Source: an optimization exercise on an open RTL-to-GDS flow (aim: small area and few clock cycles). Production flows keep margins and buffers that such runs may drop. The RTL was checked by simulation tests, not by an equivalence proof against the original design. Power is estimated from default activity; no workload was simulated. The clock port is modelled as an ideal driver; clocking choices that lean on that would not hold on a real chip.

`flow/flow/run.sh`:
```
#!/bin/bash
# The standard layout (standard.sh) with these changes, all made through
# ORFS's own variables:
#  - synthesis maps logic with an area-oriented ABC script (flow/abc_map.script
#    in place of ORFS's abc_speed.script); the Yosys steps, and so the
#    registers, are those of the standard synthesis;
#  - ports are buffered with buf_1;
#  - clock tree synthesis uses larger sink clusters and no dummy loads.
# make's output goes to make_synth.log and make_finish.log here; each tool's
# own log is in orfs/logs/.
set -euo pipefail
here=$(pwd)
rm -rf "$here/scripts_area"
cp -r "$FLOW_HOME/scripts" "$here/scripts_area"
cp "$here/flow/abc_map.script" "$here/scripts_area/abc_speed.script"
sed "s#CLKGATE_MAP_FILE= #CLKGATE_MAP_FILE= SCRIPTS_DIR=$here/scripts_area #" standard.sh > synth_area.sh
export BUFFER_PORTS_ARGS="-buffer_cell sky130_fd_sc_hd__buf_1"
export CTS_ARGS="-sink_clustering_enable -repair_clock_nets -sink_clustering_size 30 -sink_clustering_max_diameter 80 -dont_use_dummy_load"
bash synth_area.sh synth > make_synth.log 2>&1
bash standard.sh finish > make_finish.log 2>&1
```
`flow/flow/abc_map.script`:
```
&get -n
&st
&dch
&nf -R 1000
&put
```
`flow/standard.sh`:
```
#!/bin/bash
# synth_recipe.tcl (not shown) runs the flow's synth.tcl, then flattens the netlist and writes it again
# the make line also repeats each setting of config.mk as NAME=value (left out here)
make -C /OpenROAD-flow-scripts/flow DESIGN_CONFIG=/design/flow/config.mk WORK_HOME=/design/flow/orfs CLKGATE_MAP_FILE= SYNTH_SCRIPT=/design/flow/synth_recipe.tcl "${@:-finish}"
```
`flow/config.mk`:
```
export PLATFORM = sky130hd
export DESIGN_NAME = opc2ser
export DESIGN_NICKNAME = opc2ser
export VERILOG_FILES = /design/flow/design.v
export SDC_FILE = /design/flow/constraint.sdc
export NUM_CORES = 4
export LEC_CHECK = 0
export CAP_MARGIN = 20
export CORE_MARGIN = 2
export CORE_UTILIZATION = 55
export PLACE_DENSITY = 0.7
export SLEW_MARGIN = 20
```
`flow/constraint.sdc`:
```
create_clock -name core_clock -period 12.0 [get_ports {clk}]
set_input_delay 2.4000 -clock core_clock [delete_from_list [all_inputs] [get_ports {clk}]]
set_output_delay 2.4000 -clock core_clock [all_outputs]
set_load 0.01 [all_outputs]
```
`flow/design.v`:
```
module opc2ser #(
    parameter RXBUF_SIZE = 128
) (
    input  wire        clk,
    input  wire        rst,
    input  wire [1:0]  cfg_protocol,
    input  wire [7:0]  cfg_channel,
    input  wire [15:0] cfg_hs_timeout_ms,
    input  wire        dg_valid,
    output wire        dg_ready,
    input  wire [7:0]  dg_data,
    input  wire        dg_last,
    input  wire        dg_keep,
    output wire        tx_valid,
    input  wire        tx_ready,
    output reg  [7:0]  tx_data,
    output wire        tx_last,
    input  wire        srx_valid,
    input  wire [7:0]  srx_data,
    input  wire        tick_ms,
    output wire [1:0]  hs_state,
    output wire [2:0]  hs_cause,
    output wire        session_abort,
    output wire        busy,
    output wire [3:0]  err_code,
    output wire        warn3,
    output reg         evt_accept,
    output reg         evt_drop,
    output wire        evt_warn,
    output reg         evt_sent
);
    localparam PMAX = RXBUF_SIZE - 4;           
    localparam NR   = 16;                       
    localparam P_ADA  = 2'd0;
    localparam P_AWA  = 2'd1;
    localparam P_TPM2 = 2'd2;
    localparam HS_AWAITING = 2'd0;
    localparam HS_READY    = 2'd1;
    localparam HS_FAILED   = 2'd2;
    reg [1:0] cfg_proto_r;
    reg [7:0] cfg_chan_r;
    always @(posedge clk) begin
        if (rst) begin
            cfg_proto_r <= cfg_protocol;
            cfg_chan_r  <= cfg_channel;
        end
    end
    reg [1:0]  hs;
    reg [2:0]  hs_cause_r;
    reg [1:0]  hs_cnt;
    reg        hs_bad;
    reg [15:0] acc;                    
    reg [7:0] hs_exp;
    always @(*) begin
        case (hs_cnt)
            2'd0: hs_exp = 8'h41;
            2'd1: hs_exp = 8'h64;
            2'd2: hs_exp = 8'h61;
            default: hs_exp = 8'h0A;
        endcase
    end
    wire hs_wait  = (hs == HS_AWAITING);
    wire hs_bad_n = hs_bad | (srx_data != hs_exp);
    wire hs_done  = srx_valid && (hs_cnt == 2'd3);
    wire hs_tick  = hs_wait && tick_ms && !hs_done;
    always @(posedge clk) begin
        if (rst) begin
            hs_cnt <= 2'd0;
            hs_bad <= 1'b0;
            case (cfg_protocol)
                P_ADA:   begin hs <= HS_AWAITING; hs_cause_r <= 3'd0; end
                P_AWA:   begin hs <= HS_READY;    hs_cause_r <= 3'd0; end
                P_TPM2:  begin hs <= HS_READY;    hs_cause_r <= 3'd0; end
                default: begin hs <= HS_FAILED;   hs_cause_r <= 3'd4; end
            endcase
        end else if (hs_wait) begin
            if (srx_valid) begin
                hs_cnt <= hs_cnt + 2'd1;
                hs_bad <= hs_bad_n;
            end
            if (hs_done) begin
                if (hs_bad_n) begin
                    hs         <= HS_FAILED;
                    hs_cause_r <= 3'd1;
                end else begin
                    hs <= HS_READY;
                end
            end else if (tick_ms && acc <= 16'd1) begin
                hs         <= HS_FAILED;
                hs_cause_r <= (hs_cnt == 2'd0 && !srx_valid) ? 3'd3 : 3'd2;
            end
        end
    end
    assign hs_state      = hs;
    assign hs_cause      = hs_cause_r;
    assign session_abort = (hs == HS_FAILED);
    reg          recv, send;           
    reg  [2:0]   ph;                   
    reg          chan_bad, cmd_bad, big;
    reg  [6:0]   len7;                 
    reg  [6:0]   need;                 
    reg  [8*PMAX-1:0] ring;            
    reg  [63:0]  stg;                  
    reg  [2:0]   rc;                   
    reg  [2:0]   phi0;                 
    reg  [6:0]   wcnt;                 
    reg  [6:0]   rcnt;                 
    reg  [7:0]   outb;                 
    reg          outv;
    reg          tt;                   
    reg  [2:0]   err_r;
    reg          warn_r;
    assign dg_ready = (hs == HS_READY) && !send;
    assign busy     = recv | send;
    assign err_code = {1'b0, err_r};
    wire rx_beat = dg_valid && dg_ready;
    wire kb      = rx_beat && dg_keep;
    wire in_hdr  = !ph[2];
    wire pay_in  = kb && !in_hdr && (need != 7'd0);
    wire hdr_full = !in_hdr || (ph == 3'd3 && kb);
    wire big_e    = big || (in_hdr && dg_data > PMAX);
    wire trunc_e  = in_hdr ? (dg_data != 8'd0)
                           : (need != 7'd0) && !(need == 7'd1 && kb);
    reg  [2:0] verdict;
    always @(*) begin
        if (!hdr_full)      verdict = 3'd1;
        else if (chan_bad)  verdict = 3'd2;
        else if (cmd_bad)   verdict = 3'd3;
        else if (big_e)     verdict = 3'd4;
        else if (trunc_e)   verdict = 3'd5;
        else                verdict = 3'd0;
    end
    wire accept = rx_beat && dg_last && (verdict == 3'd0);
    wire tpm      = (cfg_proto_r == P_TPM2);
    wire ada      = (cfg_proto_r == P_ADA);
    wire hdr_last = tpm ? (ph == 3'd3) : (ph == 3'd5);
    wire in_pay   = (ph == 3'd6);
    wire in_trl   = (ph == 3'd7);
    wire len_nz   = (len7 != 7'd0);
    wire rd_last  = (rcnt == len7);    
    assign tx_valid = send && (outv || !in_pay);
    wire tx_beat  = tx_valid && tx_ready;
    wire fin      = (ada && ((in_pay && rd_last) || (hdr_last && !len_nz))) ||
                    (in_trl && (tpm || tt));
    assign tx_last = fin;
    wire [2:0] arr   = len7[2:0] - need[2:0];      
    wire       stg_v = (arr != wcnt[2:0]);          
    reg  [7:0] stg_o;
    always @(*) begin
        case (wcnt[2:0])
            3'd0: stg_o = stg[8*0 +: 8];
            3'd1: stg_o = stg[8*1 +: 8];
            3'd2: stg_o = stg[8*2 +: 8];
            3'd3: stg_o = stg[8*3 +: 8];
            3'd4: stg_o = stg[8*4 +: 8];
            3'd5: stg_o = stg[8*5 +: 8];
            3'd6: stg_o = stg[8*6 +: 8];
            default: stg_o = stg[8*7 +: 8];
        endcase
    end
    wire [2:0] wph = phi0 + wcnt[2:0];
    wire       wr  = (rc == wph) && (stg_v || pay_in);
    wire [7:0] din = stg_v ? stg_o : dg_data;
    wire [8*PMAX-1:0] ring_n;
    wire [8*NR-1:0]   port;
    genvar gi;
    generate
        for (gi = 0; gi < NR; gi = gi + 1) begin : g_ring
            localparam B = 64 * gi;                       
            localparam L = (gi == NR - 1) ? 4 : 8;        
            wire ws = wr && (wcnt[6:3] == gi);
            assign ring_n[B +: 8*L] = {ring[B +: 8*(L-1)],
                                       ws ? din : ring[B + 8*(L-1) +: 8]};
            assign port[8*gi +: 8] = ring[B +: 8];
        end
    endgenerate
    always @(posedge clk) begin
        ring <= ring_n;
    end
    always @(posedge clk) begin
        if (pay_in)
            stg[8*arr +: 8] <= dg_data;
    end
    wire [2:0] rph   = phi0 + 3'd1 + rcnt[2:0];
    wire       take  = tx_beat && in_pay;
    wire       fetch = send && (wcnt != rcnt) && (rc == rph) && (!outv || take);
    wire [2:0] phi0_n = rc + dg_data[2:0] + (tpm ? 3'd3 : 3'd5);
    wire [15:0] dr;                    
    wire [6:0]  lq;
    assign dr[15:14] = 2'd0;
    generate
        for (gi = 6; gi >= 0; gi = gi - 1) begin : g_div3
            wire [2:0] t = {dr[2*gi+3 -: 2], len7[gi]};
            assign lq[gi] = (t >= 3'd3);
            assign dr[2*gi+1 -: 2] = lq[gi] ? t[1:0] - 2'd3 : t[1:0];
        end
    endgenerate
    wire [6:0] qb;                     
    wire [6:0] qm1;
    assign qb[0] = 1'b1;
    generate
        for (gi = 0; gi < 6; gi = gi + 1) begin : g_qm1
            assign qm1[gi]  = lq[gi] ^ qb[gi];
            assign qb[gi+1] = qb[gi] & !lq[gi];
        end
    endgenerate
    wire       cz    = qb[6];          
    wire [7:0] c_hi  = {8{cz}};
    wire [7:0] c_lo  = {cz, cz, qm1[5:0]};
    wire [7:0] fl1 = acc[7:0];
    wire [7:0] fl2 = acc[15:8];
    always @(*) begin
        if (tpm) begin
            case (ph)
                3'd0: tx_data = 8'hC9;
                3'd1: tx_data = 8'hDA;
                3'd2: tx_data = 8'h00;
                3'd3: tx_data = {1'b0, len7};
                3'd6: tx_data = outb;
                default: tx_data = 8'h36;
            endcase
        end else begin
            case (ph)
                3'd0: tx_data = 8'h41;
                3'd1: tx_data = ada ? 8'h64 : 8'h77;
                3'd2: tx_data = 8'h61;
                3'd3: tx_data = c_hi;
                3'd4: tx_data = c_lo;
                3'd5: tx_data = c_hi ^ c_lo ^ 8'h55;
                3'd6: tx_data = outb;
                default: tx_data = tt ? fl2 : fl1;
            endcase
        end
    end
    wire [8:0] c1, c2, i1, i2;
    wire [7:0] s1, s2, fl1_n, fl2_n;
    assign c1[0] = 1'b0;
    assign c2[0] = 1'b0;
    generate
        for (gi = 0; gi < 8; gi = gi + 1) begin : g_fl
            assign s1[gi]    = fl1[gi] ^ dg_data[gi] ^ c1[gi];
            assign c1[gi+1]  = (fl1[gi] & dg_data[gi]) | (c1[gi] & (fl1[gi] ^ dg_data[gi]));
            assign fl1_n[gi] = s1[gi] ^ i1[gi];
            assign i1[gi+1]  = s1[gi] & i1[gi];
            assign s2[gi]    = fl2[gi] ^ fl1_n[gi] ^ c2[gi];
            assign c2[gi+1]  = (fl2[gi] & fl1_n[gi]) | (c2[gi] & (fl2[gi] ^ fl1_n[gi]));
            assign fl2_n[gi] = s2[gi] ^ i2[gi];
            assign i2[gi+1]  = s2[gi] & i2[gi];
        end
    endgenerate
    assign i1[0] = c1[8] | (&s1);
    assign i2[0] = c2[8] | (&s2);
    always @(posedge clk) begin
        if (rst)
            acc <= cfg_hs_timeout_ms;
        else if (hs_tick)
            acc <= acc - 16'd1;
        else if (kb && ph == 3'd3)
            acc <= 16'd0;
        else if (pay_in)
            acc <= {fl2_n, fl1_n};
    end
    wire lw = (dr[1:0] != 2'd0);
    assign evt_warn = evt_accept && lw;
    assign warn3    = evt_accept ? lw : warn_r;
    always @(posedge clk) begin
        if (rst) begin
            recv       <= 1'b0;
            send       <= 1'b0;
            ph         <= 3'd0;
            err_r      <= 3'd0;
            warn_r     <= 1'b0;
            evt_accept <= 1'b0;
            evt_drop   <= 1'b0;
            evt_sent   <= 1'b0;
            rc         <= 3'd0;
            outv       <= 1'b0;
        end else begin
            rc         <= rc + 3'd1;
            warn_r     <= warn3;
            evt_accept <= 1'b0;
            evt_drop   <= 1'b0;
            evt_sent   <= 1'b0;
            if (wr)
                wcnt <= wcnt + 7'd1;
            if (kb && in_hdr) begin
                ph <= ph + 3'd1;
                case (ph[1:0])
                    2'd0: chan_bad <= (dg_data != 8'd0) && (dg_data != cfg_chan_r);
                    2'd1: cmd_bad  <= (dg_data != 8'd0);
                    2'd2: big      <= (dg_data != 8'd0);
                    default: begin
                        big  <= big_e;
                        len7 <= dg_data[6:0];
                        need <= dg_data[6:0];
                        phi0 <= phi0_n;
                        wcnt <= 7'd0;
                        rcnt <= 7'd0;
                    end
                endcase
            end
            if (pay_in)
                need <= need - 7'd1;
            if (rx_beat) begin
                recv <= 1'b1;
                if (dg_last) begin
                    recv  <= 1'b0;
                    ph    <= 3'd0;
                    err_r <= verdict;
                    if (verdict == 3'd0) begin
                        evt_accept <= 1'b1;
                        send       <= 1'b1;
                        tt         <= 1'b0;
                    end else begin
                        evt_drop <= 1'b1;
                    end
                end
            end
            if (fetch) begin
                outb <= port[8*rcnt[6:3] +: 8];
                rcnt <= rcnt + 7'd1;
                outv <= 1'b1;
            end else if (take) begin
                outv <= 1'b0;
            end
            if (tx_beat) begin
                if (fin) begin
                    send     <= 1'b0;
                    evt_sent <= 1'b1;
                    ph       <= 3'd0;
                end else if (in_pay) begin
                    if (rd_last)
                        ph <= 3'd7;
                end else if (in_trl) begin
                    tt <= 1'b1;
                end else if (hdr_last) begin
                    ph <= len_nz ? 3'd6 : 3'd7;
                end else begin
                    ph <= ph + 3'd1;
                end
            end
        end
    end
endmodule
```
==> results of run 1 <==
## logic make-up after synthesis
logic type / after synthesis
AOI/OAI and AO/OA: 417
xor gates and xnor gates: 66
adders and majority gates: 79
buffers and inverters: 72
DFF: 1149
muxes: 42
other: 1
and+or+nand+nor: 494
## area by class of cell
cell class / count / area [um^2]
inverters: 71 / 267
flip-flops and latches: 1149 / 24400
repair buffers: 113 / 572
clock buffers: 48 / 1200
fillers: 4515 / 22800
multi-input cells: 1099 / 7260
well taps: 765 / 957
## worst max-delay path: cells and delay by family
family                   cells  cell delay (ns)
AO/OA/AOI/OAI                5             0.67
XOR/XNOR                     1             0.14
AND/OR/NAND/NOR              3             0.41
buffers and inverters        5             0.55
adder cells (fa/ha/maj)     23             6.36
## power breakdown
group          leakage [uW]  internal [uW]  switching, uW  total (uW)
logic               0.00316            266            438         704
clock network      0.000592            719           1070        1790
registers           0.00950           4360            176        4540
total                0.0133           5350           1680        7030
## metrics by stage
stage	area (um^2)	power (uW)
finish	34600	7030
floorplan	31900	4980
CTS	34600	7090
global route	34600	7330
detailed placement	33400	5320
global placement	33400	5300
## sequential cells by signal (all words and copies together) (netlist names), 7 cells and up
name,flops
len7,7
acc,16
rcnt,7
wcnt,7
outb,8
need,7
ring,992
stg,64
cfg_chan_r,8
## cell usage after synthesis, types with 9 or more instances
| library cell | n | area (um^2) |
|---|---|---|
| a21oi_1 | 172 | 861 |
| mux4_2 | 32 | 721 |
| edfxtp_1 | 138 | 4140 |
| and2_0 | 12 | 75.1 |
| nand3_1 | 16 | 80.1 |
| nand4_1 | 12 | 75.1 |
| a31oi_1 | 27 | 169 |
| nor4_1 | 9 | 56.3 |
| nor2b_1 | 12 | 75.1 |
| clkinv_1 | 71 | 267 |
| nand2_1 | 138 | 518 |
| o21ai_0 | 92 | 460 |
| and3_1 | 11 | 68.8 |
| nor3_1 | 24 | 120 |
| a22o_1 | 43 | 377 |
| fa_1 | 18 | 360 |
| dfxtp_1 | 1011 | 20200 |
| a221oi_1 | 10 | 87.6 |
| xor2_1 | 25 | 219 |
| ha_1 | 61 | 763 |
| nor2_1 | 232 | 871 |
| o31ai_1 | 14 | 105 |
| mux2i_1 | 9 | 90.1 |
| xnor2_1 | 41 | 359 |
## routing by layer
layer | wire, um | GRT usage, % | part of all wire (%) | up-vias
li1 | - | - | - | 8296
met1 | 29400 | 29.8 | 46 | 8359
met2 | 29600 | 35.0 | 46 | 388
met3 | 2800 | 3.07 | 4.4 | 111
met4 | 1870 | 6.62 | 2.9 | 0
met5 | 0 | 0 | 0 | -
## how the worst min path moves through the flow
stage,startpoint,endpoint,slack [ns],cells past startpoint
2_1_floorplan,ring[92]$_DFF_P_,ring[100]$_DFF_P_,0.31,0
3_3_place_gp,ring[373]$_DFF_P_,ring[381]$_DFF_P_,0.31,0
3_5_place_dp,ring[307]$_DFF_P_,ring[315]$_DFF_P_,0.31,0
4_1_cts,ring[233]$_DFF_P_,ring[241]$_DFF_P_,0.28,0
5_1_grt,ring[745]$_DFF_P_,ring[753]$_DFF_P_,0.28,0
6_report,ring[233]$_DFF_P_,ring[241]$_DFF_P_,0.28,0
==> run notes, run 1 <==
Reg2Reg Setup Slack: 3.43 ns
Remaining Overflow, GRT: 0
Routability cong.: 0.948
Buffers on Ports: 75
Min cycle time layout: 10.28 ns
Commonest cells after routing, fill and taps aside: dfxtp_1, nor2_1, a21oi_1, nand2_1, edfxtp_1
Core ar.: 0.0575 mm^2
Main combinational cell family by area after synthesis: compound AO/OA/AOI/OAI gates
Syn_area_per_cell: 13.7 um^2
Initial DRC count: 1091
Synthesized flop and latch total: 1149
Synth Area in Compound Gates: 8.01%
Site Rows: 88
RR Startpoint: acc[0]$_DFFE_PP_
Relative slew slack: 27.1%
Final hold slack: 0.284 ns
VDD IR max: 0.176 mV
Initial Utilization: 55.5%
Max Buffers Root-to-Sink: 3
Largest net degree at the start of global routing: 65
All-Layer GR Usage: 21.4%
DIE AREA: 0.0599 mm^2
Num ports: 77
Synth Area in Simple Gates: 6.70%
Status: complete, no violations
Clock skew: 0.0757 ns
Root buf cell: clkbuf_16
TritonCTS clock tree: done
CP max stage cell: fa_1
WL per Instance: 19.6 um
Ys Warns: 1
Post-Syn Area: 0.0319 mm^2
Fin Setup TNS: 0 ns
Worst Setup SP: dg_data[1]
Critical path's largest stage delay: 0.46 ns
Unrepaired setup endpoints after global routing: no
Crit path to: acc[15]$_DFFE_PP_
Initial antenna violation count: 0
Final Non-Filler Cells: 3245
FMAX: 97.3 MHz
Async SR Flop Fraction: 0%
Post-Synth XOR/XNOR Area: 1.81%
Final count of pins violating max slew: 0
Hold Vio Cnt, Final: 0
Part of the cycle the worst path needs: 85.7%
Cells after DPL: 3196
Hold_buf cts: 0
Critical path class: primary input to flop
Dpl ws: 1.19 ns
Type of the most critical hold path: flop to flop
CP max FO: 7
H-tree depth: 2
Nets: 2611
Via Count: 17154
First-pass DRT Iterations: 5
Mux cell area share after synthesis: 2.58%
Commonest non-fill, non-tap cell in the layout: dfxtp_1
Post-synthesis net count: 2449
Final ANT Viol Nets: 0
Final setup viols: 0
CTS buffer count: 48
CP most frequent cell: fa_1
Prevailing post-synth register cell: dfxtp_1
Vias in the first global route: 17278
Die X: 245 um
N_diodes: 0
Worst-margin pin slew: 1.09 ns
Share of cells above drive strength 1: 5.12%
Post-Route WL: 63.6 mm
Global-route wire length before repair: 99.4 mm
Pwr dens: 203 mW/mm^2
Number of clock sinks: 1149
Postcts setup bufs: 0
Critical Path AT: 10.55 ns
DRC errors left: 0
PostCTS Resize Cnt: 0
Final Util: 60.3%
Worst-Skew Late Latency: 0.63 ns
CP Data Required Time: 12.27 ns
Leakage: 0.0133 uW
R2R depth: 36
Vias per cell: 5.29
Sequential-to-total area share from yosys stat: 76.5%
CP Launch Type: primary input
Synth unique cells: 55
Mapped Cells: 2320
Max-cap violations: 0
Clock slew at reported path FFs: 0.10 ns
Post-DP HPWL: 41.7 mm
Die Span Y: 245 um
Synth Area in Adders: 3.53%
P&R area growth vs syn: 8.68%
Crit end category: flop
Final WS setup: 1.72 ns
Post-synth EDFFs: 138
Critical R2R Capture: acc[15]$_DFFE_PP_
Testbench counts, summed over its fixed seeds: cycles 102,288.
==> run 2, diff against run 1 <==
--- a/flow/design.v
+++ b/flow/design.v
@@ -101,5 +101,6 @@
     reg  [6:0]   need;                 
     reg  [8*PMAX-1:0] ring;            
-    reg  [63:0]  stg;                  
+    reg  [55:0]  dl;                   
+    reg  [6:0]   dv;                   
     reg  [2:0]   rc;                   
     reg  [2:0]   phi0;                 
@@ -144,17 +145,27 @@
                     (in_trl && (tpm || tt));
     assign tx_last = fin;
-    wire [2:0] arr   = len7[2:0] - need[2:0];      
-    wire       stg_v = (arr != wcnt[2:0]);          
+    reg  [2:0] old;
+    always @(*) begin
+        casez (dv)
+            7'b1??????: old = 3'd6;
+            7'b01?????: old = 3'd5;
+            7'b001????: old = 3'd4;
+            7'b0001???: old = 3'd3;
+            7'b00001??: old = 3'd2;
+            7'b000001?: old = 3'd1;
+            default:    old = 3'd0;
+        endcase
+    end
+    wire       stg_v = (dv != 7'd0);
     reg  [7:0] stg_o;
     always @(*) begin
-        case (wcnt[2:0])
-            3'd0: stg_o = stg[8*0 +: 8];
-            3'd1: stg_o = stg[8*1 +: 8];
-            3'd2: stg_o = stg[8*2 +: 8];
-            3'd3: stg_o = stg[8*3 +: 8];
-            3'd4: stg_o = stg[8*4 +: 8];
-            3'd5: stg_o = stg[8*5 +: 8];
-            3'd6: stg_o = stg[8*6 +: 8];
-            default: stg_o = stg[8*7 +: 8];
+        case (old)
+            3'd0: stg_o = dl[8*0 +: 8];
+            3'd1: stg_o = dl[8*1 +: 8];
+            3'd2: stg_o = dl[8*2 +: 8];
+            3'd3: stg_o = dl[8*3 +: 8];
+            3'd4: stg_o = dl[8*4 +: 8];
+            3'd5: stg_o = dl[8*5 +: 8];
+            default: stg_o = dl[8*6 +: 8];
         endcase
     end
@@ -178,7 +189,12 @@
         ring <= ring_n;
     end
+    wire [6:0] dv_k = ~({7{wr && stg_v}} & (7'd1 << old));
+    wire       hdr3 = kb && (ph == 3'd3);
     always @(posedge clk) begin
-        if (pay_in)
-            stg[8*arr +: 8] <= dg_data;
+        dl <= {dl[47:0], dg_data};
+        if (hdr3)
+            dv <= 7'd0;
+        else
+            dv <= {dv[5:0] & dv_k[5:0], pay_in && !(wr && !stg_v)};
     end
     wire [2:0] rph   = phi0 + 3'd1 + rcnt[2:0];
==> run 2 against run 1 <==
  * Worst hold slack better by 0.0015 ns
  * Power decreased by 14%
  * Area after synthesis is 5.2% lower
  * Combinational power down 51%
  * First-iteration DRC count is 0.82% higher
  * Critical path type unchanged
  * Critical path depth fell by 1
  * Still clean
  * Final cell count down 7.7%
  * Sequential power down 13%
  * Largest cell class unchanged
==> run notes, run 2 <==
Met3 WL post-DR: 2.18 mm (-22%)
Power, Total: 6030 uW (-14%)
Mux cell area share after synthesis: 2.79% (+0.21 points)
PostCTS Resize Cnt: 0 (unchanged)
Root buf cell: clkbuf_16
Fin Setup TNS: 0 ns (unchanged)
Max-cap violations: 0 (unchanged)
First-pass DRT Iterations: 6 (+1)
Final Non-Filler Cells: 2995 (-7.7%)
Initial Utilization: 55.9% (+0.49 points)
Critical path's largest stage delay: 0.46 ns (about the same)
Ys Warns: 1 (unchanged)
Global-route wire length before repair: 87.8 mm (-12%)
Clock skew: 0.0637 ns (-0.0120 ns)
Met2 wire length: 25.7 mm (-13%)
Top sig layer: met4
Initial DRC count: 1100 (+0.82%)
All-Layer GR Usage: 20.0% (-1.5 points)
Clock slew at reported path FFs: 0.10 ns (about the same)
Crit end category: flop
DIE AREA: 0.0569 mm^2 (-5.1%)
Max Buffers Root-to-Sink: 3 (unchanged)
DRC errors left: 0 (unchanged)
Yosys top cell by area: dfxtp_1
Post-Synth XOR/XNOR Area: 1.94% (+0.13 points)
Remaining Overflow, GRT: 0 (unchanged)
Async SR Flop Fraction: 0% (unchanged)
Sequential-to-total area share from yosys stat: 78.5% (+2.0 points)
Fillers: 4166 (-7.7%)
Die Span Y: 238 um (-2.6%)
FMAX: 98.5 MHz (+1.3%)
VDD IR max: 0.164 mV (-6.7%)
Sw frac: 21.5% (-2.4 points)
H-tree depth: 2 (unchanged)
CP max FO: 8 (+1)
Share of the synthesized area in the top cell type: 71.1% (+7.6 points)
Area occupied by multi-input gates: 0.00632 mm^2 (-13%)
Synth unique cells: 55 (unchanged)
Postcts setup bufs: 0 (unchanged)
Status: complete, no violations
Initial antenna violation count: 1 (+1)
Synth Area in Adders: 3.20% (-0.33 points)
Most common library cells after synthesis: dfxtp_1, nand2_1, o21ai_0, nor2_1, a21oi_1
Leakage: 0.0124 uW (-6.2%)
Post-DP HPWL: 36.1 mm (-13%)
Post-Route WL: 56.4 mm (-11%)
WL per Instance: 18.8 um (-4.0%)
Clock power frac: 28.9% (+3.5 points)
Biggest register: ring
Share of cells above drive strength 1: 4.40% (-0.73 points)
Largest net degree at the start of global routing: 64 (-1.5%)
Sw power: 1300 uW (-23%)
Pwr dens: 185 mW/mm^2 (-9.0%)
Unrepaired setup endpoints after global routing: no
Post-synthesis net count: 2278 (-7.0%)
TritonCTS clock tree: done
Dpl ws: 1.29 ns (+0.0925 ns)
Core ar.: 0.0540 mm^2 (-6.0%)
Final count of pins violating max slew: 0 (unchanged)
Site Rows: 85 (-3.4%)
Min-Delay Startpoint: ring[799]$_DFF_P_
Max FFs per register: 992 (unchanged)
Synth Area in Compound Gates: 6.55% (-1.5 points)
CP max stage cell: fa_1
Critical path class: primary input to flop
Largest registers: ring (992), dl (56), acc (16)
Final ANT Viol Nets: 0 (unchanged)
Post-synth EDFFs: 74 (-46%)
Final setup viols: 0 (unchanged)
Number of clock sinks: 1148 (-0.087%)
Hold Vio Cnt, Final: 0 (unchanged)
Worst-Skew Late Latency: 0.62 ns (about the same)
P&R area growth vs syn: 8.14%
Power Internal: 4740 uW (-11%)
Routed length on met1: 27.1 mm (-7.8%)
Final WS setup: 1.85 ns (+0.128 ns)
Vias per cell: 5.16 (-2.3%)
Worst Setup SP: dg_data[0]
Die X: 238 um (-2.6%)
Hold_buf cts: 0 (unchanged)
Type of the most critical hold path: flop to flop
Crit path max-delay family: adder cells
Nets: 2417 (-7.4%)
Num ports: 77 (unchanged)
Part of the cycle the worst path needs: 84.6% (-1.1 points)
Commonest non-fill, non-tap cell in the layout: dfxtp_1
Mapped Cells: 2161 (-6.9%)
Routability cong.: 0.878 (-7.4%)
Seq pwr share: 65.3% (+0.7 points)
Main combinational cell family by area after synthesis: compound AO/OA/AOI/OAI gates
Commonest cells after routing, fill and taps aside: dfxtp_1, nand2_1, o21ai_0, nor2_1, a21oi_1
Critical Path AT: 10.45 ns (-0.10 ns)
Buffers on Ports: 75 (unchanged)
CP Launch Type: primary input
Synthesized flop and latch total: 1148 (-0.087%)
Most common cell in the netlist: dfxtp_1
CP bufs+invs: 4 (-1)
Combinational power share: 5.8% (-4.2 points)
RR Startpoint: acc[0]$_DFFE_PP_
Worst-margin pin slew: 1.08 ns (-0.00736 ns)
Sequential cell area: 0.0237 mm^2 (-2.7%)
Vias in the first global route: 15603 (-9.7%)
Area contributors post-synth: dfxtp_1, edfxtp_1, o21ai_0
Syn_area_per_cell: 14.0 um^2 (+1.8%)
Cells after DPL: 2948 (-7.8%)
Via Count: 15466 (-9.8%)
CP Data Required Time: 12.30 ns (+0.03 ns)
CTS buffer count: 46 (-4.2%)
Min cycle time layout: 10.15 ns (-0.128 ns)
Prevailing post-synth register cell: dfxtp_1
Synth Area in Simple Gates: 6.32% (-0.38 points)
Post-Syn Area: 0.0302 mm^2 (-5.2%)
CP most frequent cell: fa_1
Relative slew slack: 27.7% (+0.60 points)
[run 2: cell type report]
cell class | instances | area share [%]
Antenna cell | 1 | 0.00766
Clock buffer | 46 | 3.52
Inverter | 56 | 0.643
Multi-Input combinational cell | 956 | 19.3
Sequential cell | 1148 | 72.6
Tap cell | 696 | 2.66
Timing Repair Buffer | 92 | 1.26
[run 2: worst register-to-register path: cells and delay by family, from the launching register on]
family                   cells  cell delay (ns)
AO/OA/AOI/OAI                5             0.62
XOR/XNOR                     1             0.14
adder cells (fa/ha/maj)     24             6.52
buffers and inverters        3             0.19
flip-flops                   1             0.46
AND/OR/NAND/NOR              2             0.21
[run 2: kinds of logic (layout without fill, tap and decap cells)]
kind of cell | count (synthesis) | count (layout)
adder cells (fa/ha/maj) | 67 | 67
XOR/XNOR | 67 | 67
other | 1 | 2
flip-flops | 1148 | 1148
multiplexers | 44 | 44
AO/OA/AOI/OAI | 341 | 341
buffers and inverters | 57 | 194
AND/OR/NAND/NOR | 436 | 436
[run 2: layer usage]
layer	GRT usage, %	vias up
met5	0	-
met4	5.93	0
met3	2.36	79
met2	32.0	295
met1	28.7	7517
li1	-	7575
[run 2: power by group through the flow]
stage	combinational, uW	clock (uW)	sequential, uW
3_3_place_gp	343	0	4030
3_5_place_dp	346	0	4030
4_1_cts	350	1780	3940
2_1_floorplan	244	0	4010
6_report	348	1750	3940
5_1_grt	394	1910	3950
[run 2: stage by stage]
stage	utilization [%]	hold WS (ns)	area [um^2]
6_report	60.5	0.285	32700
5_1_grt	60.5	0.283	32700
4_1_cts	60.5	0.279	32700
3_5_place_dp	58.4	0.312	31500
3_3_place_gp	58.3	0.310	31500
2_1_floorplan	-	0.310	30200
[run 2: worst paths after layout]
kind | slack [ns] | cells after the start | to
worst max register to register | 3.61 | 35 | acc[15]$_DFFE_PP_
worst max-delay path | 1.85 | 36 | acc[15]$_DFFE_PP_
worst min-delay path | 0.29 | 0 | ring[807]$_DFF_P_
worst min register to register | 0.29 | 0 | ring[807]$_DFF_P_
Testbench counts of run 2, summed over its fixed seeds: cycles 102,288.
==> run 3, diff against run 2 <==
--- a/flow/design.v
+++ b/flow/design.v
@@ -106,5 +106,4 @@
     reg  [2:0]   phi0;                 
     reg  [6:0]   wcnt;                 
-    reg  [6:0]   rcnt;                 
     reg  [7:0]   outb;                 
     reg          outv;
@@ -139,4 +138,5 @@
     wire in_trl   = (ph == 3'd7);
     wire len_nz   = (len7 != 7'd0);
+    wire [6:0] rcnt = need;
     wire rd_last  = (rcnt == len7);    
     assign tx_valid = send && (outv || !in_pay);
@@ -312,5 +312,4 @@
                         phi0 <= phi0_n;
                         wcnt <= 7'd0;
-                        rcnt <= 7'd0;
                     end
                 endcase
@@ -335,5 +334,5 @@
             if (fetch) begin
                 outb <= port[8*rcnt[6:3] +: 8];
-                rcnt <= rcnt + 7'd1;
+                need <= need + 7'd1;
                 outv <= 1'b1;
             end else if (take) begin
==> run 3 against run 2 <==
  * Still clean
  * Combinational power up 2%
  * Sequential share of layout area decreased by 0.15 points
  * Global-route usage is essentially flat
  * Synthesized cell count decreased by 0.51%
  * Power shrank 0.31%
  * Sequential power hardly changed
  * Clock skew up 0.0073 ns
  * Routed wire length shrank 0.74%
  * Design area decreased by 0.68%
  * Largest power group unchanged
  * Highest routed layer unchanged
==> run notes, run 3 <==
Power, Total: 6020 uW (-0.31%)
Unrepaired setup endpoints after global routing: no
Dpl cell area: 0.0313 mm^2 (-0.67%)
R2R depth: 36 (+2.9%)
Mapped Cells: 2150 (-0.51%)
Share of cells above drive strength 1: 4.62% (+0.23 points)
Root buf cell: clkbuf_16
Number of clock sinks: 1141 (-0.61%)
Final hold slack: 0.292 ns (+0.00673 ns)
CP Launch Type: primary input
Initial Utilization: 55.7% (-0.25 points)
Syn_area_per_cell: 13.9 um^2 (-0.32%)
PostCTS Resize Cnt: 0 (unchanged)
Biggest register: ring
Routability cong.: 0.890 (+1.3%)
Critical R2R Capture: acc[15]$_DFFE_PP_
Critical path's largest stage delay: 0.45 ns (about the same)
P&R area growth vs syn: 8.30%
CTS buffer count: 46 (unchanged)
Top sig layer: met4
Max-cap violations: 0 (unchanged)
Clock power frac: 29.0% (about the same)
Part of the cycle the worst path needs: 84.8% (+0.16 points)
Yosys top cell by area: dfxtp_1
Combinational power share: 5.9% (about the same)
Reg2Reg Setup Slack: 3.43 ns (-0.18 ns)
Met3 WL post-DR: 2.72 mm (+25%)
Sw power: 1300 uW (+0.35%)
Die Span Y: 237 um (-0.41%)
Clock skew: 0.0711 ns (+0.00735 ns)
N_diodes: 0 (-1)
Vias per cell: 5.13 (-0.67%)
Worst-Skew Late Latency: 0.62 ns (about the same)
H-tree depth: 2 (unchanged)
FMAX: 98.3 MHz (-0.19%)
Sw frac: 21.7% (+0.14 points)
Fin Setup TNS: 0 ns (unchanged)
Post-Route WL: 55.9 mm (-0.74%)
WHS Path Cells: 0 (unchanged)
Final WS setup: 1.83 ns (-0.0197 ns)
DRC errors left: 0 (unchanged)
RR Startpoint: acc[0]$_DFFE_PP_
Post-synthesis net count: 2266 (-0.53%)
Min-Delay Startpoint: ring[557]$_DFF_P_
Relative slew slack: 32.1% (+4.4 points)
Status: complete, no violations
Crit end category: flop
First-pass DRT Iterations: 5 (-1)
Postcts setup bufs: 0 (unchanged)
Final setup viols: 0 (unchanged)
Pwr dens: 185 mW/mm^2 (+0.38%)
Commonest cells after routing, fill and taps aside: dfxtp_1, nand2_1, nor2_1, o21ai_0, a21oi_1
Critical Path AT: 10.47 ns (+0.02 ns)
Final instance area: 0.0325 mm^2 (-0.68%)
Remaining Overflow, GRT: 0 (unchanged)
Most common cell in the netlist: dfxtp_1
Worst Hold Endpoint: ring[565]$_DFF_P_
Post-synth EDFFs: 67 (-9.5%)
Nets: 2411 (-0.25%)
Via Count: 15332 (-0.87%)
Post-Syn Area: 0.0300 mm^2 (-0.83%)
Final ANT Viol Nets: 0 (unchanged)
Final count of pins violating max slew: 0 (unchanged)
CP most frequent cell: fa_1
Type of the most critical hold path: flop to flop
Met2 wire length: 25.0 mm (-2.6%)
Post-DP HPWL: 35.6 mm (-1.3%)
Hold_buf cts: 0 (unchanged)
DIE AREA: 0.0564 mm^2 (-0.82%)
WL per Instance: 18.7 um (-0.54%)
CP Data Required Time: 12.29 ns (about the same)
Async SR Flop Fraction: 0% (unchanged)
Buffers on Ports: 75 (unchanged)
Min cycle time layout: 10.17 ns (+0.0197 ns)
Site Rows: 85 (unchanged)
CP max FO: 8 (unchanged)
Initial antenna violation count: 0 (-1)
Prevailing post-synth register cell: dfxtp_1
Largest net degree at the start of global routing: 65 (+1.6%)
Clock slew at reported path FFs: 0.10 ns (about the same)
Area contributors post-synth: dfxtp_1, edfxtp_1, o21ai_0
Num ports: 77 (unchanged)
Max FFs per register: 992 (unchanged)
Sequential-to-total area share from yosys stat: 78.4% (about the same)
Dpl ws: 1.32 ns (+0.0318 ns)
Critical path class: primary input to flop
Synth unique cells: 59 (+7.3%)
Commonest non-fill, non-tap cell in the layout: dfxtp_1
Routed length on met1: 26.8 mm (-1.1%)
Hold Vio Cnt, Final: 0 (unchanged)
Share of the synthesized area in the top cell type: 71.7% (+0.60 points)
CP max stage cell: fa_1
Power Internal: 4710 uW (-0.49%)
Leakage: 0.0124 uW (-0.23%)
Ys Warns: 1 (unchanged)
Synthesized flop and latch total: 1141 (-0.61%)
Initial DRC count: 1070 (-2.7%)
Max Buffers Root-to-Sink: 3 (unchanged)
All-Layer GR Usage: 20.0% (+0.027 points)
TritonCTS clock tree: done
Most common library cells after synthesis: dfxtp_1, nand2_1, o21ai_0, nor2_1, a21oi_1
Global-route wire length before repair: 87.1 mm (-0.81%)
Core ar.: 0.0538 mm^2 (-0.39%)
Worst-margin pin slew: 1.02 ns (-0.0679 ns)
Die X: 237 um (-0.41%)
Fillers: 4190 (+0.58%)
Vias in the first global route: 15533 (-0.45%)
Seq pwr share: 65.1% (-0.2 points)
VDD IR max: 0.117 mV (-29%)
Largest registers: ring (992), dl (56), acc (16)
==> run 3: worst max-delay path by stage <==
stage	startpoint	depth (start not counted)	to
2_1_floorplan	dg_data[0]	36	acc[15]$_DFFE_PP_
3_3_place_gp	dg_data[0]	38	acc[15]$_DFFE_PP_
3_5_place_dp	dg_data[0]	38	acc[15]$_DFFE_PP_
4_1_cts	dg_data[0]	38	acc[15]$_DFFE_PP_
5_1_grt	dg_data[0]	38	acc[15]$_DFFE_PP_
6_report	dg_data[0]	38	acc[15]$_DFFE_PP_
==> run 3: critical path, delay by kind of cell <==
kind | cells | cell delay, ns
buf+inv | 5 | 0.46
simple gates | 3 | 0.33
xor+xnor | 1 | 0.16
compound gates | 5 | 0.52
fa+ha+maj | 24 | 6.57
==> run 3: final cells by class <==
type | instances | area [um^2] | area share, %
well taps | 696 | 871 | 2.68
inverters | 56 | 210 | 0.647
clock buffers | 46 | 1150 | 3.55
repair buffers | 98 | 455 | 1.40
multi-input cells | 952 | 6260 | 19.3
flip-flops and latches | 1141 | 23500 | 72.4
==> run 3: logic make-up (layout without fill, tap and decap cells) <==
family                   after synthesis  in the layout  synth area share [%]
XOR/XNOR                              64             64                  1.87
buffers and inverters                 57            200                 0.726
other                                  1              1                0.0125
adder cells (fa/ha/maj)               66             66                  3.18
multiplexers                          41             41                  2.71
AND/OR/NAND/NOR                      447            447                  6.57
flip-flops                          1141           1141                  78.4
AO/OA/AOI/OAI                        333            333                  6.49
==> run 3: routing by layer <==
metal,global-route usage [%],up-vias
met1,28.4,7338
met4,5.43,0
met5,0,-
met3,3.40,91
li1,-,7554
met2,31.9,349
==> run 3: power groups by stage <==
| stage | sequential [uW] | clock [uW] | combinational (uW) |
|---|---|---|---|
| after CTS | 3910 | 1790 | 355 |
| final | 3910 | 1750 | 356 |
| after floorplan | 3990 | 0 | 246 |
| after global placement | 4000 | 0 | 342 |
| after global routing | 3920 | 1910 | 401 |
| after detailed placement | 4000 | 0 | 354 |
==> run 3: stage by stage <==
step	std cells	util [%]
after global placement	2943	58.2
after global routing	2989	60.3
after CTS	2989	60.3
after floorplan	2150	-
final	2989	60.3
after detailed placement	2943	58.2
Testbench counts of run 3, summed over its fixed seeds: cycles 102,288.
==> run 4, diff against run 3 <==
--- a/flow/config.mk
+++ b/flow/config.mk
@@ -6,7 +6,7 @@
 export NUM_CORES = 4
 export LEC_CHECK = 0
-export CAP_MARGIN = 20
+export CAP_MARGIN = 5
 export CORE_MARGIN = 2
 export CORE_UTILIZATION = 55
 export PLACE_DENSITY = 0.7
-export SLEW_MARGIN = 20
+export SLEW_MARGIN = 5
==> run 4 against run 3 <==
  * Critical endpoint unchanged
  * Sequential share of layout area is essentially flat
  * Clock power barely moved
  * Final cell count is the same
  * Power down 0.24%
  * Worst hold slack lost 0.016 ns
  * First-iteration DRC count is 6.5% lower
  * Die area is the same
  * Still clean on timing, DRC and antenna
  * Count of clock-buffer cells in the layout unchanged
  * Area after synthesis stayed put
  * Core utilization is essentially flat
  * Flip-flop and latch count unchanged
  * Setup slack improved by 0.034 ns
==> run notes, run 4 <==
Relative slew slack: 12.1% (-20 points)
Buffers on Ports: 75 (unchanged)
Post-DP HPWL: 35.8 mm (+0.31%)
CTS buffer count: 46 (unchanged)
CP max FO: 8 (unchanged)
All-Layer GR Usage: 19.9% (-0.090 points)
Synthesized flop and latch total: 1141 (unchanged)
CP Data Required Time: 12.30 ns (about the same)
CP max stage cell: fa_1
Number of clock sinks: 1141 (unchanged)
Crit end category: flop
Area contributors post-synth: dfxtp_1, edfxtp_1, o21ai_0
Commonest cells after routing, fill and taps aside: dfxtp_1, nand2_1, nor2_1, o21ai_0, a21oi_1
Sequential-to-total area share from yosys stat: 78.4% (unchanged)
Fin Setup TNS: 0 ns (unchanged)
Post-synth EDFFs: 67 (unchanged)
Post-Syn Area: 0.0300 mm^2 (unchanged)
TritonCTS clock tree: done
Prevailing post-synth register cell: dfxtp_1
Syn_area_per_cell: 13.9 um^2 (unchanged)
Site Rows: 85 (unchanged)
Vias per cell: 5.16 (+0.61%)
Leakage: 0.0124 uW (about the same)
Worst-margin pin slew: 1.31 ns (+0.293 ns)
Max Buffers Root-to-Sink: 3 (unchanged)
H-tree depth: 2 (unchanged)
Crit path max-delay family: adder cells
Via Count: 15426 (+0.61%)
Final Util: 60.3% (about the same)
Commonest non-fill, non-tap cell in the layout: dfxtp_1
Worst-Skew Late Latency: 0.62 ns (about the same)
Dpl cell area: 0.0313 mm^2 (about the same)
First-pass DRT Iterations: 5 (unchanged)
Num ports: 77 (unchanged)
Power, Total: 6000 uW (-0.24%)
Share of cells above drive strength 1: 4.58% (-0.044 points)
Die X: 237 um (unchanged)
Critical Path AT: 10.44 ns (-0.03 ns)
Hold Vio Cnt, Final: 0 (unchanged)
Sequential cell area: 0.0235 mm^2 (unchanged)
Synth unique cells: 59 (unchanged)
Yosys top cell by area: dfxtp_1
Global-route wire length before repair: 86.7 mm (-0.36%)
Mapped Cells: 2150 (unchanged)
Fillers: 4191 (+0.024%)
Max FFs per register: 992 (unchanged)
Min cycle time layout: 10.14 ns (-0.0337 ns)
Clock slew at reported path FFs: 0.10 ns (about the same)
Type of the most critical hold path: flop to flop
Area occupied by multi-input gates: 0.00626 mm^2 (about the same)
VDD IR max: 0.119 mV (+1.4%)
Critical path's largest stage delay: 0.45 ns (about the same)
Post-Route WL: 55.7 mm (-0.37%)
CP bufs+invs: 5 (unchanged)
Part of the cycle the worst path needs: 84.5% (-0.28 points)
Largest registers: ring (992), dl (56), acc (16)
Final count of pins violating max slew: 0 (unchanged)
PostCTS Resize Cnt: 0 (unchanged)
Final setup viols: 0 (unchanged)
DIE AREA: 0.0564 mm^2 (unchanged)
CP Launch Type: primary input
Final instance area: 0.0325 mm^2 (about the same)
P&R area growth vs syn: 8.29% (about the same)
Initial DRC count: 1000 (-6.5%)
Core ar.: 0.0538 mm^2 (unchanged)
Status: complete, no violations
Post-synthesis net count: 2266 (unchanged)
Remaining Overflow, GRT: 0 (unchanged)
Routability cong.: 0.890 (unchanged)
Clock skew: 0.0752 ns (+0.00408 ns)
Most common library cells after synthesis: dfxtp_1, nand2_1, o21ai_0, nor2_1, a21oi_1
Max-cap violations: 0 (unchanged)
Final ANT Viol Nets: 0 (unchanged)
Share of the synthesized area in the top cell type: 71.7% (unchanged)
Pwr dens: 185 mW/mm^2 (-0.23%)
CP most frequent cell: fa_1
DRC errors left: 0 (unchanged)
Final hold slack: 0.276 ns (-0.0163 ns)
Critical path class: primary input to flop
Ys Warns: 1 (unchanged)
Most common cell in the netlist: dfxtp_1
Biggest register: ring
Vias in the first global route: 15546 (+0.084%)
Initial Utilization: 55.7% (unchanged)
N_diodes: 0 (unchanged)
Die Span Y: 237 um (unchanged)
Nets: 2411 (unchanged)
Hold_buf cts: 0 (unchanged)
Async SR Flop Fraction: 0% (unchanged)
Unrepaired setup endpoints after global routing: no
WL per Instance: 18.6 um (-0.37%)
Largest net degree at the start of global routing: 65 (unchanged)
Initial antenna violation count: 0 (unchanged)
Root buf cell: clkbuf_16
Postcts setup bufs: 0 (unchanged)
FMAX: 98.6 MHz (+0.33%)
## run 4: changes by cell type in the layout (fill, tap and decap cells not counted)
cell    change
nor3_1      +1
nor3_2      -1
## run 4: final cells by class
class,count,area share [%]
inverters,56,0.648
multi-input cells,952,19.3
well taps,696,2.68
flip-flops and latches,1141,72.4
clock buffers,46,3.55
repair buffers,98,1.40
## run 4: final timing paths
| kind | startpoint | end | slack, ns | depth (start not counted) |
|---|---|---|---|---|
| worst max-delay path | dg_data[0] | acc[15]$_DFFE_PP_ | 1.86 | 38 |
| worst min-delay path | ring[343]$_DFF_P_ | ring[351]$_DFF_P_ | 0.28 | 0 |
| worst max register to register | acc[0]$_DFFE_PP_ | acc[15]$_DFFE_PP_ | 3.49 | 36 |
| worst min register to register | ring[343]$_DFF_P_ | ring[351]$_DFF_P_ | 0.28 | 0 |
## run 4: through the flow
stage	worst slack, ns	std cells
after floorplan	2.18	2150
after global routing	1.49	2989
after global placement	1.56	2943
after detailed placement	1.33	2943
final	1.86	2989
after CTS	1.94	2989
## run 4: cells by family after synthesis
group	count (synthesis)	synth area share, %
and+or+nand+nor	447	6.57
DFF	1141	78.4
xor gates and xnor gates	64	1.87
muxes	41	2.71
buffers and inverters	57	0.726
adders and majority gates	66	3.18
other	1	0.0125
AOI/OAI and AO/OA	333	6.49
## run 4: metal layers
layer	GRT usage [%]	share of wire [%]	vias up
met1	28.3	48	7419
met2	31.6	45	349
met4	6.17	2.8	0
met3	3.14	4.7	102
met5	0	0	-
li1	-	-	7556
## run 4: report_power, final
part	switching [uW]	total, uW	leakage [uW]	internal [uW]
Clock	1040	1730	0.000567	691
Sequential	45.1	3910	0.00931	3870
Combinational	202	353	0.00252	152
==> run 5, diff against run 4 <==
--- a/flow/config.mk
+++ b/flow/config.mk
@@ -8,5 +8,5 @@
 export CAP_MARGIN = 5
 export CORE_MARGIN = 2
-export CORE_UTILIZATION = 55
-export PLACE_DENSITY = 0.7
+export CORE_UTILIZATION = 62
+export PLACE_DENSITY = 0.78
 export SLEW_MARGIN = 5
==> run 5 against run 4 <==
  * Still clean on timing, DRC and antenna
  * Area after synthesis did not move
  * Global-route usage rose by 2.8 points
  * Via count rose by 1.6%
  * Die area fell by 11%
  * Count of clock-buffer cells in the layout rose by 2
  * Clock skew rose by 0.0049 ns
  * Critical path depth did not move
  * First-iteration DRC count rose by 32%
  * Non-clock buffer count fell by 2
  * Power rose by 0.64%
  * Sequential power barely moved
  * Largest power group unchanged
==> run notes, run 5 <==
Synthesized flop and latch total: 1141 (unchanged)
Area occupied by multi-input gates: 0.00626 mm^2 (about the same)
H-tree depth: 2 (unchanged)
Yosys top cell by area: dfxtp_1
Min-Delay Startpoint: ring[732]$_DFF_P_
CP max FO: 8 (unchanged)
Num ports: 77 (unchanged)
PostCTS Resize Cnt: 0 (unchanged)
FMAX: 99.2 MHz (+0.60%)
Post-DP HPWL: 35.8 mm (about the same)
Seq pwr share: 64.9% (-0.3 points)
Remaining Overflow, GRT: 0 (unchanged)
P&R area growth vs syn: 8.10%
Combinational power share: 5.8% (about the same)
CP most frequent cell: fa_1
Final count of pins violating max slew: 0 (unchanged)
Async SR Flop Fraction: 0% (unchanged)
Postcts setup bufs: 0 (unchanged)
All-Layer GR Usage: 22.7% (+2.8 points)
Commonest non-fill, non-tap cell in the layout: dfxtp_1
R2R depth: 36 (unchanged)
DRC errors left: 0 (unchanged)
Mapped Cells: 2150 (unchanged)
Critical path class: primary input to flop
Number of clock sinks: 1141 (unchanged)
Syn_area_per_cell: 13.9 um^2 (unchanged)
Critical Path AT: 10.33 ns (-0.11 ns)
Most common cell in the netlist: dfxtp_1
Initial Utilization: 62.8% (+7.1 points)
Status: complete, no violations
Critical R2R Capture: acc[15]$_DFFE_PP_
Core ar.: 0.0477 mm^2 (-11%)
WL per Instance: 19.2 um (+3.2%)
CP max stage cell: fa_1
Max-cap violations: 0 (unchanged)
Hold_buf cts: 0 (unchanged)
Prevailing post-synth register cell: dfxtp_1
Post-synth EDFFs: 67 (unchanged)
Clock slew at reported path FFs: 0.10 ns (about the same)
Relative slew slack: 8.02% (-4.0 points)
Cells after DPL: 2860 (-2.8%)
Die Span Y: 224 um (-5.7%)
Hold Vio Cnt, Final: 0 (unchanged)
Post-Route WL: 56.0 mm (+0.47%)
Final hold slack: 0.271 ns (-0.00473 ns)
CP Data Required Time: 12.26 ns (-0.04 ns)
Worst-Skew Late Latency: 0.64 ns (+0.02 ns)
Critical path's largest stage delay: 0.46 ns (about the same)
Sequential-to-total area share from yosys stat: 78.4% (unchanged)
Buffers on Ports: 75 (unchanged)
Root buf cell: clkbuf_16
Worst Hold Endpoint: ring[740]$_DFF_P_
Via Count: 15667 (+1.6%)
Commonest cells after routing, fill and taps aside: dfxtp_1, nand2_1, nor2_1, o21ai_0, a21oi_1
Sw frac: 21.5% (+0.063 points)
Clock skew: 0.0800 ns (+0.00487 ns)
Crit end category: flop
Type of the most critical hold path: flop to flop
Nets: 2411 (unchanged)
Post-Syn Area: 0.0300 mm^2 (unchanged)
Pwr dens: 186 mW/mm^2 (+0.81%)
Share of the synthesized area in the top cell type: 71.7% (unchanged)
Largest net degree at the start of global routing: 53 (-18%)
CTS buffer count: 48 (+4.3%)
Biggest register: ring
Synth unique cells: 59 (unchanged)
Routability cong.: 0.864 (-2.9%)
Post-synthesis net count: 2266 (unchanged)
Max FFs per register: 992 (unchanged)
Area contributors post-synth: dfxtp_1, edfxtp_1, o21ai_0
Global-route wire length before repair: 87.6 mm (+1.0%)
DIE AREA: 0.0501 mm^2 (-11%)
Ys Warns: 1 (unchanged)
Sw power: 1300 uW (+0.93%)
Share of cells above drive strength 1: 4.62% (+0.044 points)
Part of the cycle the worst path needs: 84.0% (-0.50 points)
Final Util: 67.9% (+7.5 points)
CP Launch Type: primary input
Sequential cell area: 0.0235 mm^2 (unchanged)
Initial DRC count: 1316 (+32%)
Vias per cell: 5.38 (+4.3%)
Worst Setup SP: dg_data[0]
Worst-margin pin slew: 1.37 ns (+0.0602 ns)
Most common library cells after synthesis: dfxtp_1, nand2_1, o21ai_0, nor2_1, a21oi_1
Leakage: 0.0124 uW (+0.16%)
Min cycle time layout: 10.08 ns (-0.0600 ns)
Unrepaired setup endpoints after global routing: no
Final ANT Viol Nets: 0 (unchanged)
Final setup viols: 0 (unchanged)
Power Internal: 4740 uW (+0.56%)
Reg2Reg Setup Slack: 3.50 ns (about the same)
Final Non-Filler Cells: 2910 (-2.6%)
First-pass DRT Iterations: 7 (+2)
Initial antenna violation count: 0 (unchanged)
Largest registers: ring (992), dl (56), acc (16)
Max Buffers Root-to-Sink: 3 (unchanged)
TritonCTS clock tree: done
Clock power frac: 29.4% (+0.5 points)
VDD IR max: 0.139 mV (+17%)
WHS Path Cells: 0 (unchanged)
Fillers: 3195 (-24%)
RR Startpoint: acc[0]$_DFFE_PP_
Fin Setup TNS: 0 ns (unchanged)
Die X: 224 um (-5.7%)
Site Rows: 80 (-5.9%)
Vias in the first global route: 15900 (+2.3%)
==> run 5: how the worst max path moves through the flow <==
| stage | cells after the start | endpoint |
|---|---|---|
| floorplan | 36 | acc[15]$_DFFE_PP_ |
| global placement | 38 | acc[15]$_DFFE_PP_ |
| detailed placement | 38 | acc[15]$_DFFE_PP_ |
| CTS | 38 | acc[15]$_DFFE_PP_ |
| global route | 38 | acc[15]$_DFFE_PP_ |
| finish | 38 | acc[15]$_DFFE_PP_ |
==> run 5: cell type report <==
type / instances / area share (%)
Multi-Input combinational cell: 952 / 19.3
Tap cell: 615 / 2.37
Clock buffer: 48 / 3.71
Antenna cell: 2 / 0.0154
Sequential cell: 1141 / 72.6
Timing Repair Buffer: 96 / 1.36
Inverter: 56 / 0.649
==> run 5: layer usage <==
metal / vias to the layer above / wire length [um] / track usage, %
met3: 114 / 3210 / 4.42
met5: - / 0 / 0
met2: 418 / 25400 / 35.8
met4: 0 / 1920 / 8.47
li1: 7569 / - / -
met1: 7566 / 25400 / 31.4
==> run 5: cell families after synthesis <==
logic type	after synthesis	share of synthesized area, %
xor gates and xnor gates	64	1.87
other	1	0.0125
DFF	1141	78.4
and+or+nand+nor	447	6.57
buffers and inverters	57	0.726
muxes	41	2.71
AOI/OAI and AO/OA	333	6.49
adders and majority gates	66	3.18
==> run 5: critical path: cells and delay by family <==
kind	cells	cell delay (ns)
simple gates	3	0.32
fa+ha+maj	24	6.50
xor+xnor	1	0.14
buf+inv	5	0.46
compound gates	5	0.51
==> run 5: power groups by stage <==
stage | logic [uW] | clock network, uW | registers [uW]
floorplan | 246 | 0 | 3990
global placement | 338 | 0 | 4000
detailed placement | 350 | 0 | 4000
CTS | 350 | 1800 | 3920
global route | 399 | 1930 | 3920
finish | 348 | 1770 | 3920
==> run 5: stage by stage <==
stage          worst slack, ns  cell area, um^2  power, uW
2_1_floorplan             2.18            30000       4230
3_3_place_gp              1.60            31200       4340
3_5_place_dp              1.39            31200       4350
4_1_cts                   1.97            32400       6070
5_1_grt                   1.39            32400       6250
6_report                  1.92            32400       6040
==> run 6, diff against run 5 <==
--- a/flow/flow/run.sh
+++ b/flow/flow/run.sh
@@ -16,5 +16,5 @@
 sed "s#CLKGATE_MAP_FILE= #CLKGATE_MAP_FILE= SCRIPTS_DIR=$here/scripts_area #" standard.sh > synth_area.sh
 export BUFFER_PORTS_ARGS="-buffer_cell sky130_fd_sc_hd__buf_1"
-export CTS_ARGS="-sink_clustering_enable -repair_clock_nets -sink_clustering_size 30 -sink_clustering_max_diameter 80 -dont_use_dummy_load"
+export CTS_ARGS="-sink_clustering_enable -repair_clock_nets -sink_clustering_size 36 -sink_clustering_max_diameter 80 -dont_use_dummy_load"
 bash synth_area.sh synth > make_synth.log 2>&1
 bash standard.sh finish > make_finish.log 2>&1
--- a/flow/config.mk
+++ b/flow/config.mk
@@ -8,5 +8,5 @@
 export CAP_MARGIN = 5
 export CORE_MARGIN = 2
-export CORE_UTILIZATION = 62
-export PLACE_DENSITY = 0.78
+export CORE_UTILIZATION = 55
+export PLACE_DENSITY = 0.7
 export SLEW_MARGIN = 5
==> run 6 against run 5 <==
  * Critical path type unchanged
  * Sequential power about the same
  * Area after synthesis unchanged
  * Die area up 12%
  * Flip-flop and latch count unchanged
  * Design area down 0.20%
  * Routed wire length is 0.26% lower
  * Core utilization is 7.8 points lower
  * Sequential share of layout area up 0.15 points
  * Clock power fell by 6%
==> run notes, run 6 <==
CTS buffer count: 41 (-15%)
Type of the most critical hold path: flop to flop
Max-cap violations: 0 (unchanged)
Max Buffers Root-to-Sink: 3 (unchanged)
Final Util: 60.1% (-7.8 points)
Vias in the first global route: 15518 (-2.4%)
Number of clock sinks: 1141 (unchanged)
Min cycle time layout: 10.14 ns (+0.0627 ns)
Area contributors post-synth: dfxtp_1, edfxtp_1, o21ai_0
P&R area growth vs syn: 7.88%
Synthesized flop and latch total: 1141 (unchanged)
TritonCTS clock tree: done
H-tree depth: 2 (unchanged)
Commonest cells after routing, fill and taps aside: dfxtp_1, nand2_1, nor2_1, o21ai_0, a21oi_1
Post-Route WL: 55.8 mm (-0.26%)
Synth unique cells: 59 (unchanged)
Mapped Cells: 2150 (unchanged)
Combinational power share: 6.0% (+0.2 points)
Fin Setup TNS: 0 ns (unchanged)
CP max FO: 8 (unchanged)
Crit end category: flop
Pwr dens: 183 mW/mm^2 (-1.6%)
Critical path class: primary input to flop
Clock slew at reported path FFs: 0.12 ns (+0.02 ns)
Final WS setup: 1.86 ns (-0.0627 ns)
Relative slew slack: 12.8% (+4.8 points)
Die Span Y: 237 um (+6.1%)
Vias per cell: 5.13 (-4.6%)
Initial Utilization: 55.7% (-7.1 points)
Post-synthesis net count: 2266 (unchanged)
Root buf cell: clkbuf_16
FMAX: 98.6 MHz (-0.62%)
Core ar.: 0.0538 mm^2 (+13%)
Fillers: 4208 (+32%)
Worst-Skew Late Latency: 0.61 ns (-0.03 ns)
Post-DP HPWL: 35.8 mm (about the same)
DRC errors left: 0 (unchanged)
Post-Syn Area: 0.0300 mm^2 (unchanged)
Most common library cells after synthesis: dfxtp_1, nand2_1, o21ai_0, nor2_1, a21oi_1
Critical path's largest stage delay: 0.45 ns (about the same)
PostCTS Resize Cnt: 0 (unchanged)
Initial DRC count: 1161 (-12%)
Num ports: 77 (unchanged)
Post-synth EDFFs: 67 (unchanged)
Initial antenna violation count: 0 (unchanged)
Largest net degree at the start of global routing: 65 (+23%)
WHS Path Cells: 0 (unchanged)
Sequential-to-total area share from yosys stat: 78.4% (unchanged)
Site Rows: 85 (+6.3%)
Worst-margin pin slew: 1.30 ns (-0.0714 ns)
Sw frac: 21.7% (+0.11 points)
Yosys top cell by area: dfxtp_1
R2R depth: 36 (unchanged)
Sequential cell area: 0.0235 mm^2 (unchanged)
Leakage: 0.0123 uW (-0.65%)
Critical R2R Capture: acc[15]$_DFFE_PP_
Prevailing post-synth register cell: dfxtp_1
CP max stage cell: fa_1
DIE AREA: 0.0564 mm^2 (+12%)
Biggest register: ring
RR Startpoint: acc[0]$_DFFE_PP_
All-Layer GR Usage: 19.9% (-2.8 points)
CP bufs+invs: 5 (unchanged)
Final setup viols: 0 (unchanged)
Final ANT Viol Nets: 0 (unchanged)
Dpl ws: 1.33 ns (-0.0652 ns)
Die X: 237 um (+6.1%)
Most common cell in the netlist: dfxtp_1
Max FFs per register: 992 (unchanged)
Share of cells above drive strength 1: 4.37% (-0.25 points)
Share of the synthesized area in the top cell type: 71.7% (unchanged)
CP Launch Type: primary input
Power Internal: 4640 uW (-2.0%)
Via Count: 15326 (-2.2%)
Sw power: 1280 uW (-1.3%)
Seq pwr share: 66.0% (+1.1 points)
Clock power frac: 28.0% (-1.4 points)
Global-route wire length before repair: 86.7 mm (-1.0%)
Syn_area_per_cell: 13.9 um^2 (unchanged)
Hold_buf cts: 0 (unchanged)
Routability cong.: 0.890 (+2.9%)
Worst Setup SP: dg_data[0]
Hold Vio Cnt, Final: 0 (unchanged)
WL per Instance: 18.7 um (-2.8%)
Commonest non-fill, non-tap cell in the layout: dfxtp_1
Remaining Overflow, GRT: 0 (unchanged)
Postcts setup bufs: 0 (unchanged)
Reg2Reg Setup Slack: 3.49 ns (about the same)
Buffers on Ports: 75 (unchanged)
Crit path depth: 38 (unchanged)
First-pass DRT Iterations: 5 (-2)
Nets: 2406 (-0.21%)
Crit path max-delay family: adder cells
Part of the cycle the worst path needs: 84.5% (+0.52 points)
Final count of pins violating max slew: 0 (unchanged)
CP Data Required Time: 12.28 ns (+0.02 ns)
Area occupied by multi-input gates: 0.00626 mm^2 (about the same)
Crit path to: acc[15]$_DFFE_PP_
Ys Warns: 1 (unchanged)
Unrepaired setup endpoints after global routing: no
Largest registers: ring (992), dl (56), acc (16)
VDD IR max: 0.142 mV (+1.9%)
Async SR Flop Fraction: 0% (unchanged)
Status: complete, no violations
CP most frequent cell: fa_1
Critical Path AT: 10.42 ns (+0.09 ns)
Clock skew: 0.0812 ns (+0.00114 ns)
[run 6: kinds of logic (layout without fill, tap and decap cells)]
logic type,count (synthesis),after routing,share of synthesized area (%)
AO/OA/AOI/OAI,333,333,6.49
XOR/XNOR,64,64,1.87
adder cells (fa/ha/maj),66,66,3.18
buffers and inverters,57,195,0.726
flip-flops,1141,1141,78.4
multiplexers,41,41,2.71
other,1,2,0.0125
AND/OR/NAND/NOR,447,447,6.57
[run 6: worst min-delay path by stage]
stage	start	end	slack, ns
2_1_floorplan	ring[92]$_DFF_P_	ring[100]$_DFF_P_	0.31
3_3_place_gp	ring[820]$_DFF_P_	ring[828]$_DFF_P_	0.31
3_5_place_dp	ring[659]$_DFF_P_	ring[667]$_DFF_P_	0.31
4_1_cts	ring[495]$_DFF_P_	ring[503]$_DFF_P_	0.24
5_1_grt	ring[343]$_DFF_P_	ring[351]$_DFF_P_	0.24
6_report	ring[343]$_DFF_P_	ring[351]$_DFF_P_	0.25
[run 6: layout make-up]
type                    instances  area share [%]
flip-flops and latches       1141            72.7
multi-input cells             952            19.4
clock buffers                  41            3.17
well taps                     696            2.69
repair buffers                 98            1.41
inverters                      56           0.650
diodes                          1         0.00774
[run 6: stage by stage]
| stage | area, um^2 | total power [uW] | hold WS [ns] | std cells |
|---|---|---|---|---|
| finish | 32300 | 5930 | 0.245 | 2985 |
| global route | 32300 | 6140 | 0.236 | 2984 |
| CTS | 32300 | 5970 | 0.242 | 2984 |
| detailed placement | 31300 | 4350 | 0.312 | 2943 |
| global placement | 31300 | 4340 | 0.310 | 2943 |
| floorplan | 30000 | 4230 | 0.310 | 2150 |
[run 6: worst register-to-register path: cells and delay by family (launching register included)]
family	cells	cell delay, ns
flops	1	0.45
xor+xnor	1	0.16
buf+inv	3	0.21
fa+ha+maj	24	6.59
compound gates	5	0.51
simple gates	3	0.33
[run 6: power groups by stage]
stage	clock, uW	combinational [uW]	sequential, uW
2_1_floorplan	0	246	3990
3_3_place_gp	0	342	4000
3_5_place_dp	0	353	4000
4_1_cts	1700	355	3920
5_1_grt	1820	400	3920
6_report	1660	353	3920
[run 6: routing by layer]
| metal | global-route usage (%) | part of all wire [%] | vias up |
|---|---|---|---|
| li1 | - | - | 7549 |
| met1 | 28.5 | 49 | 7364 |
| met2 | 31.8 | 45 | 324 |
| met3 | 2.68 | 4.1 | 89 |
| met4 | 5.98 | 2.4 | 0 |
| met5 | 0 | 0 | - |

==> port drivers added, routing unchanged <==
How much do the figures lean on ideal ports? The routed layouts below were timed once more, with nothing changed but the port constraints.
Step 1 sets driving cells, clkbuf_16 on the clock port and buf_2 on the other inputs (assumed; they add their load-dependent delay and slew).
Step 2 times the ports against the registers' clock, not the clock port: input delays grow and output delays shrink by t, the midpoint of the rising clock arrivals with the driver on.
Slacks: ideal ports / drivers / drivers and shift; pairs: ideal ports / drivers.
| run | shift t [ns] | slack for setup (ns) | worst data-port slew with drivers (ns) |
|---|---|---|---|
| run 1 | 0.650 | 1.720 / 1.754 / 1.104 | 0.04 |
| run 2 | 0.648 | 1.849 / 1.884 / 1.236 | 0.04 |
| run 3 | 0.647 | 1.829 / 1.864 / 1.218 | 0.06 |
| run 4 | 0.643 | 1.863 / 1.894 / 1.251 | 0.06 |
| run 5 | 0.643 | 1.923 / 1.952 / 1.308 | 0.04 |
| run 6 | 0.629 | 1.860 / 1.886 / 1.257 | 0.06 |
After both steps every run listed still meets setup and hold. The setup slack of run 1, which loses most, moves by +0.034 ns with the drivers and by -0.616 ns with both steps.
